From an optimization exercise on the open Yosys and OpenROAD flow, aimed at small area and few clock cycles; shortcuts taken in it are not production practice.
In this exercise RTL edits were held to simulation tests only and were not proved equivalent to the original.
Power is estimated from default activity; no workload was simulated.

===== flow/flow/run.sh =====
#!/bin/bash
set -euo pipefail
export BUFFER_PORTS_ARGS="-buffer_cell sky130_fd_sc_hd__buf_1"
export CTS_ARGS="-sink_clustering_enable -repair_clock_nets -sink_clustering_size 15 -sink_clustering_max_diameter 60 -dont_use_dummy_load -buf_list sky130_fd_sc_hd__clkbuf_8"
bash standard.sh > standard.log 2>&1

===== flow/config.mk =====
export PLATFORM = sky130hd
export DESIGN_NAME = spf_rx
export DESIGN_NICKNAME = spf_rx
export VERILOG_FILES = /design/flow/design.v
export SDC_FILE = /design/flow/constraint.sdc
export NUM_CORES = 4
export LEC_CHECK = 0
export ABC_AREA = 1
export CAP_MARGIN = 20
export CORE_MARGIN = 2
export CORE_UTILIZATION = 50
export SLEW_MARGIN = 20

===== flow/standard.sh =====
#!/bin/bash
# synth_recipe.tcl (not shown) runs the flow's synth.tcl, then flattens the netlist and writes it again
# the make line also repeats each setting of config.mk as NAME=value (left out here)
make -C /OpenROAD-flow-scripts/flow DESIGN_CONFIG=/design/flow/config.mk WORK_HOME=/design/flow/orfs CLKGATE_MAP_FILE= SYNTH_SCRIPT=/design/flow/synth_recipe.tcl "${@:-finish}"

===== flow/constraint.sdc =====
create_clock -name core_clock -period 12.0 [get_ports {clk}]
set_input_delay 2.4000 -clock core_clock [delete_from_list [all_inputs] [get_ports {clk}]]
set_output_delay 2.4000 -clock core_clock [all_outputs]
set_load 0.01 [all_outputs]

===== flow/design.v =====
module spf_rx #(
    parameter [31:0] WINDOW_LEN = 32'd3_000_000,    
    parameter [31:0] COOLDOWN   = 32'd300_000_000   
) (
    input             clk,
    input             rst,
    input             in_valid,
    input      [7:0]  in_data,
    output            in_ready,
    output            idle,
    output reg        frame_valid,
    output     [5:0]  frame_len,
    output            reading_valid,
    output reg        sh_valid,
    output reg [1:0]  sh_status,
    output reg [15:0] sh_move_dist,
    output reg [7:0]  sh_move_energy,
    output reg [15:0] sh_static_dist,
    output reg [7:0]  sh_static_energy,
    output reg [15:0] sh_det_dist,
    input             tick,
    input      [31:0] now,
    output reg        pf_dyn,
    output reg        pf_stat,
    output            pf_robust
);
    localparam LMAX  = 54;
    localparam DEPTH = LMAX - 5;
    localparam [7:0] MARKER = 8'hAA;
    localparam       TELEM_MIN_LEN = 11;
    localparam [1:0] P_MATCH = 2'd0, P_LEN0 = 2'd1, P_LEN1 = 2'd2, P_BODY = 2'd3;
    reg [7:0] sr [0:DEPTH-1];
    reg [5:0] ucnt;                   
    reg [1:0] state;                  
    reg [1:0] iph;                    
    reg [1:0] bcnt;                   
    reg [5:0] iafter;                 
    assign in_ready = (ucnt == 6'd0);
    wire in_fire = in_valid && in_ready;
    integer i;
    always @(posedge clk) begin
        if (in_fire) begin
            sr[0] <= in_data;
            for (i = 1; i < DEPTH; i = i + 1)
                sr[i] <= sr[i-1];
        end
    end
    wire [7:0] dlo = 8'd1 << ucnt[2:0];
    wire [7:0] dhi = 8'd1 << ucnt[5:3];
    reg  [7:0] b;
    always @(*) begin
        b = dlo[0] & dhi[0] ? in_data : 8'd0;
        for (i = 1; i <= DEPTH; i = i + 1)
            b = b | ((dlo[i % 8] & dhi[i / 8]) ? sr[i-1] : 8'd0);
    end
    wire sv = (ucnt != 6'd0) || in_fire;
    assign idle = (ucnt == 6'd0);
    function [1:0] hstep;             
        input [1:0] h;
        input [7:0] x;
        begin
            if (h == 2'd1 && x == 8'hF3)
                hstep = 2'd2;
            else if (h == 2'd2 && x == 8'hF2)
                hstep = 2'd3;
            else if (x == 8'hF4)
                hstep = 2'd1;
            else
                hstep = 2'd0;
        end
    endfunction
    function [1:0] fstep;
        input [1:0] ph;
        input [1:0] h;
        input       lok;
        input [7:0] x;
        begin
            case (ph)
            P_MATCH: fstep = (h == 2'd3 && x == 8'hF1) ? P_LEN0 : P_MATCH;
            P_LEN0:  fstep = P_LEN1;
            P_LEN1:  fstep = (x == 8'd0 && lok) ? P_BODY : P_MATCH;
            default: fstep = P_BODY;
            endcase
        end
    endfunction
    reg  [1:0] hm;                    
    reg        lo_ok;
    reg  [5:0] len;
    reg  [1:0] im;                    
    reg        ilo_ok;
    reg  [5:0] ilen;
    wire        b_lo  = (b <= LMAX);
    wire [1:0]  m_ph  = fstep(state, hm, lo_ok, b);
    wire [1:0]  m_h   = (state == P_MATCH && m_ph == P_LEN0) ? 2'd0 : hstep(hm, b);
    wire [1:0]  i_ph  = fstep(iph, im, ilo_ok, b);
    wire [1:0]  i_h   = (iph == P_MATCH && i_ph == P_LEN0) ? 2'd0 : hstep(im, b);
    reg  [5:0] pos;                   
    reg        fok;                   
    reg        mk_ok;                 
    reg  [1:0] st;
    reg  [63:0] stg;                  
    wire [5:0] fidx   = pos - len;
    wire       in_ftr = (pos >= len);
    reg  [7:0] fexp;
    always @(*) begin
        case (fidx[1:0])
            2'd0: fexp = 8'hF8;
            2'd1: fexp = 8'hF7;
            2'd2: fexp = 8'hF6;
            default: fexp = 8'hF5;
        endcase
    end
    wire fbyte_ok = (b == fexp);
    wire last     = in_ftr && (fidx[1:0] == 2'd3);
    wire match    = fok && fbyte_ok;
    wire body     = sv && (state == P_BODY);
    wire do_emit  = body && last && match;
    wire do_fail  = body && last && !match;
    reg  [1:0] sim;                   
    reg        sfok;                  
    reg        smk;                   
    reg  [1:0] sst;                   
    function fbyte;                   
        input [1:0] k;                
        input [5:0] l;
        input [7:0] x;
        begin
            if (l > k)
                fbyte = 1'b1;
            else
                case (k - l[1:0])
                    2'd0:    fbyte = (x == 8'hF8);
                    2'd1:    fbyte = (x == 8'hF7);
                    default: fbyte = (x == 8'hF6);
                endcase
        end
    endfunction
    wire       s_more = (bcnt != 2'd3);
    wire [1:0] n_bcnt = s_more ? bcnt + 2'd1 : bcnt;
    wire [1:0] n_sim  = s_more ? hstep((bcnt == 2'd0) ? 2'd0 : sim, b) : sim;
    wire       n_sfok = s_more ? (((bcnt == 2'd0) || sfok) && fbyte(bcnt, ilen, b)) : sfok;
    wire       n_smk  = (bcnt == 2'd1) ? (b == MARKER) :
                        (bcnt == 2'd2) ? (smk && (b[7:2] == 6'd0)) : smk;
    wire [1:0] n_sst  = (bcnt == 2'd2) ? b[1:0] : sst;
    wire rewind   = do_fail && (iph == P_BODY) && !s_more;
    wire skip0    = (iph == P_BODY);                  
    reg  [1:0] n_state;
    reg  [1:0] n_hm;
    always @(*) begin
        n_state = state;
        n_hm    = hm;
        if (sv) begin
            if (state != P_BODY) begin
                n_state = m_ph;
                n_hm    = m_h;
            end else if (last) begin
                if (match) begin
                    n_state = P_MATCH;
                    n_hm    = 2'd0;
                end else begin
                    n_state = i_ph;
                    n_hm    = i_h;
                end
            end
        end
    end
    wire enter_body = sv && (n_state == P_BODY) && !(state == P_BODY && !last);
    wire dec_ok = (len >= TELEM_MIN_LEN) && mk_ok;
    assign frame_len     = len;
    assign reading_valid = dec_ok;
    always @(posedge clk) begin
        if (rst) begin
            ucnt  <= 6'd0;
            state <= P_MATCH;
            hm    <= 2'd0;
        end else begin
            ucnt  <= ucnt + {5'd0, in_fire} - {5'd0, sv}
                   + (rewind ? iafter + 6'd1 : 6'd0);
            state <= n_state;
            hm    <= n_hm;
        end
    end
    always @(posedge clk) begin
        if (sv) begin
            if (state == P_LEN0) begin
                len   <= b[5:0];
                lo_ok <= b_lo;
            end
            if (state == P_BODY) begin
                pos <= pos + 6'd1;
                if (last && !match) begin
                    len   <= (iph == P_LEN0) ? b[5:0] : ilen;
                    lo_ok <= (iph == P_LEN0) ? b_lo : ilo_ok;
                end
                if (iph != P_BODY) begin
                    iph <= i_ph;
                    im  <= i_h;
                    if (iph == P_LEN0) begin
                        ilen   <= b[5:0];
                        ilo_ok <= b_lo;
                    end
                    iafter <= 6'd0;
                    bcnt   <= 2'd0;
                end else if (s_more) begin
                    bcnt <= n_bcnt;
                    sim  <= n_sim;
                    sfok <= n_sfok;
                    smk  <= n_smk;
                    sst  <= n_sst;
                end else
                    iafter <= iafter + 6'd1;
                if (in_ftr && !fbyte_ok)
                    fok <= 1'b0;
                if (pos == 6'd1)
                    mk_ok <= (b == MARKER);
                if (pos == 6'd2) begin
                    st    <= b[1:0];
                    mk_ok <= mk_ok && (b[7:2] == 6'd0);
                end
                if (pos >= 6'd3 && pos <= 6'd10)
                    stg <= {stg[55:0], b};
            end
            if (enter_body) begin
                iph <= P_MATCH;
                if (state == P_BODY && skip0) begin
                    pos   <= {4'd0, n_bcnt};
                    im    <= n_sim;
                    fok   <= n_sfok;
                    mk_ok <= n_smk;
                    st    <= n_sst;
                end else begin
                    pos <= 6'd0;
                    im  <= 2'd0;
                    fok <= 1'b1;
                end
            end
        end
    end
    always @(posedge clk) begin
        if (rst) begin
            frame_valid <= 1'b0;
            sh_valid    <= 1'b0;
        end else begin
            frame_valid <= do_emit;
            if (do_emit && dec_ok)
                sh_valid <= 1'b1;
        end
    end
    always @(posedge clk) begin
        if (do_emit && dec_ok) begin
            sh_status        <= st;
            sh_move_dist     <= {stg[55:48], stg[63:56]};
            sh_move_energy   <= stg[47:40];
            sh_static_dist   <= {stg[31:24], stg[39:32]};
            sh_static_energy <= stg[23:16];
            sh_det_dist      <= {stg[7:0], stg[15:8]};
        end
    end
    function [31:0] addk;
        input [31:0] x;
        input [31:0] k;
        integer j;
        reg c;
        begin
            c = 1'b0;
            for (j = 0; j < 32; j = j + 1) begin
                addk[j] = x[j] ^ k[j] ^ c;
                c = k[j] ? (x[j] | c) : (x[j] & c);
            end
        end
    endfunction
    function le;
        input [31:0] x;
        input [31:0] y;
        integer j;
        reg gt;
        begin
            gt = 1'b0;
            for (j = 0; j < 32; j = j + 1)
                gt = (x[j] & ~y[j]) | ((x[j] | ~y[j]) & gt);
            le = ~gt;
        end
    endfunction
    reg [31:0] last0, last1, last2;   
    reg  [1:0] wcnt;                  
    reg [31:0] active_until;
    reg        active_v;
    wire motion     = sh_valid && sh_status[0];    
    wire stationary = sh_valid && sh_status[1];    
    wire [31:0] third   = motion ? last1  : last2;
    wire        third_v = motion ? (wcnt >= 2'd2) : (wcnt == 2'd3);
    wire        burst   = third_v && le(now, third);
    wire        cooling = active_v && le(now, active_until);
    always @(posedge clk) begin
        if (rst) begin
            wcnt         <= 2'd0;
            active_v     <= 1'b0;
            pf_dyn       <= 1'b0;
            pf_stat      <= 1'b0;
        end else if (tick) begin
            if (motion)
                wcnt <= {wcnt[1] | wcnt[0], wcnt[1] | ~wcnt[0]};   
            if (burst)
                active_v <= 1'b1;
            pf_dyn    <= burst || cooling;
            pf_stat   <= stationary;
        end
    end
    assign pf_robust = pf_dyn && pf_stat;
    always @(posedge clk) begin
        if (tick) begin
            if (motion) begin
                last0 <= addk(now, WINDOW_LEN);
                last1 <= last0;
                last2 <= last1;
            end
            if (burst)
                active_until <= addk(now, COOLDOWN);
        end
    end
endmodule

==> impl_metrics.ini <==
[drt]
drtIter0Drc = 1740
drc = 0
vias = 16600
wl_per_cell_um = 22.3
via_per_inst = 5.67
drtPass1Iterations = 5
postRouteAntennaNets = 0
postRouteWirelength_um = 65600

[sta]
worst_slew_pin_slew_ns = 1.16
skew_ns = 0.0863
setup_violations = 0
max_freq_mhz = 144
period_share_pct = 57.9
slew_violations = 0
finalHoldViolCount = 0
setup_ws_ns = 5.05
rsz0062_at_grt = false
fin_setup_tns_ns = 0
max_slew_margin_pct = 22.6
period_minus_slack_ns = 6.95

[setup_path]
crit_type = in -> reg
slowest_stage = and2_1
cp_slowest_stage_delay_ns = 0.38
worstPathArrival_ns = 7.54
cp_num_buf_inv = 7
worst_setup_path_end_kind = flop
worstSetupStartpointType = input port
critPathTopFamily = simple AND/OR/NAND/NOR gates
cp_data_required_time_ns = 12.59
crit_path_frequent_cell = nand2_1
critPathMaxFanout = 8

[placement]
pre_cts_ws_ns = 4.48
place_hpwl_um = 44300
port_buffers = 123
gp_congestion = 0.932

[logic_synthesis]
syn_avg_cell_area_sq_um = 14.1
synth_nets = 2101
synth.largest_area_cell = edfxtp_1
ys_seq_area_share_pct = 75.5
yosysMostFrequentCell = edfxtp_1
syn_area_sq_um = 28000
synth_cells = 1985
synthTopCellsByArea = edfxtp_1 (74%), nand2_1 (4.8%), ha_1 (3.1%)
ys_types = 56
yosys-top-cells-count = edfxtp_1 (692), nand2_1 (358), inv_1 (208)
ys_ff_latch = 709
ys_warn_count = 2
async_reset_ff_share_pct = 0
synth-edff-count = 692
synth-main-ff-cell = edfxtp_1
synth_top_area_share_pct = 74.3

[power_and_ir_drop]
powerDensity_nw_per_um2 = 177
ir_drop_mv = 0.106
p_leak_nw = 10.8

[hold_path]
min_path_type = reg -> reg

[global_route]
antenna_found_initial = 3
gr-total-overflow = 0
gr-usage-all-layers_pct = 22.5
grt_pass1_vias = 15700
grt_pass1_wl_um = 96800
grt_max_degree = 91

[cts]
cts.sinks = 709
clkSlewWorstSetupHoldPaths_ns = 0.11
insertion_delay_ns = 0.71
cts_resized = 0
cts_tree = yes
clockBufferDepth = 3
clockRootBuffer = clkbuf_8
cts_setup_buffers = 0
cts_buffers = 56
cts_hold_buf = 0
cts_max_level = 2

[die]
die_h_um = 241
core_sq_um = 55200
dieArea_sq_um = 57900
rows = 86
die_w_um = 241
start_util_pct = 50.7
io_pins = 124

[cells_and_area]
areaGrowthSynthToFinish_pct = 8.71
drive_gt1_share_pct = 7.45
postLayoutCoreUtil_pct = 55.1
final_nets = 2305

[run_status]
status = complete, no violations

[flow_run]
drv_cap = 0
[sequential cells by signal, indices dropped and copies added (netlist names), 16 cells and up]
name            count
sr                392
stg                64
active_until       32
last0              32
last1              32
last2              32
sh_det_dist        16
sh_move_dist       16
sh_static_dist     16
[worst paths after layout]
kind	start	endpoint	slack [ns]	cells after the start
min	sr[17][7]	sr[18][7]	0.37	0
max reg2reg	ucnt[4]	ucnt[5]	5.20	33
min reg2reg	sr[17][7]	sr[18][7]	0.37	0
max	in_data[3]	ucnt[5]	5.05	32
[per-stage QoR]
| step | power [mW] | cells | area [sq um] | hold WS [ns] |
|---|---|---|---|---|
| 3_5_place_dp | 4.26 | 2878 | 29600 | 0.405 |
| 5_1_grt | 5.63 | 2936 | 30400 | 0.394 |
| 6_report | 5.39 | 2936 | 30400 | 0.373 |
| 3_3_place_gp | 4.24 | 2877 | 29600 | 0.401 |
| 2_1_floorplan | 3.90 | 1985 | 28000 | 0.400 |
| 4_1_cts | 5.41 | 2934 | 30400 | 0.379 |
[worst register-to-register path, delay by kind of cell, from the launching register on]
kind	cells	cell delay (ns)
simple gates	13	3.07
compound gates	11	1.90
buf+inv	6	0.62
fa+ha+maj	2	0.48
flops	1	0.45
xor+xnor	1	0.21
[layer usage]
metal	vias up	GRT usage (%)	share of wire, %
met1	8272	34.2	44
met4	2	6.10	2.1
met3	94	3.77	8.3
met5	-	0	0.020
met2	657	34.0	45
li1	7615	-	-
[kinds of logic after synthesis]
kind of cell / count (synthesis) / share of synthesized area [%]
and+or+nand+nor: 672 / 10.5
muxes: 3 / 0.107
AOI/OAI and AO/OA: 274 / 6.93
buffers and inverters: 243 / 3.31
adders and majority gates: 72 / 3.30
DFF: 709 / 75.5
xor gates and xnor gates: 12 / 0.376
[cell usage in the layout (no fill, tap or decap), drive strengths merged, types with 4 or more instances in the layout]
master,Yosys,final
nand3,64,64
nor4,14,14
o21ai,75,75
edfxtp,692,692
clkbuf,10,57
a221oi,53,53
nand2,359,359
a31oi,6,6
nor2,127,127
or2,35,35
ha,69,69
buf,4,159
dfxtp,17,17
and3,4,4
xor2,9,9
a21oi,35,35
nor3,22,22
o22ai,15,15
nand4,38,38
a22o,69,69
inv,227,227
[area by class of cell]
| type | count | area, sq um |
|---|---|---|
| fill | 4547 | 24800 |
| antenna | 1 | 2.50 |
| timing repair buffer | 160 | 764 |
| inverter | 229 | 865 |
| multi-input combinational | 1033 | 5950 |
| clock buffer | 56 | 771 |
| sequential | 709 | 21100 |
| tap | 748 | 936 |
[power by group]
group | total [mW] | switching, mW | internal [mW] | leakage [nW]
Combinational | 1.02 | 0.739 | 0.283 | 3.99
Sequential | 3.21 | 0.147 | 3.06 | 6.44
Clock | 1.15 | 0.739 | 0.416 | 0.403
Total | 5.39 | 1.63 | 3.76 | 10.8
Testbench counts, summed over its fixed seeds: cycles 72,588.

==> what the ideal ports hide <==
The results above use ideal ports. As a check the final layout listed here was re-extracted and re-timed, cells and wires unchanged.
Step 1 (the two cells are an assumption about what drives the block):
set clk [get_ports {clk}]
set_driving_cell -lib_cell sky130_fd_sc_hd__clkbuf_16 $clk
set_driving_cell -lib_cell sky130_fd_sc_hd__buf_2 [delete_from_list [all_inputs] $clk]
Step 2, shift: input delay + t, output delay - t, t = (earliest + latest rising clock arrival at the registers) / 2. This alone moves slack from input paths to output paths.
Three values: ideal, step 1, step 2; two values: the first two.
t, ns: 0.729
slack for setup (ns): 5.054 / 5.093 / 4.364
worst data-port slew with drivers (ns): 0.06
After both steps setup and hold are still met in this run. The setup slack of this run moves by +0.039 ns with the drivers and by -0.690 ns with both steps.
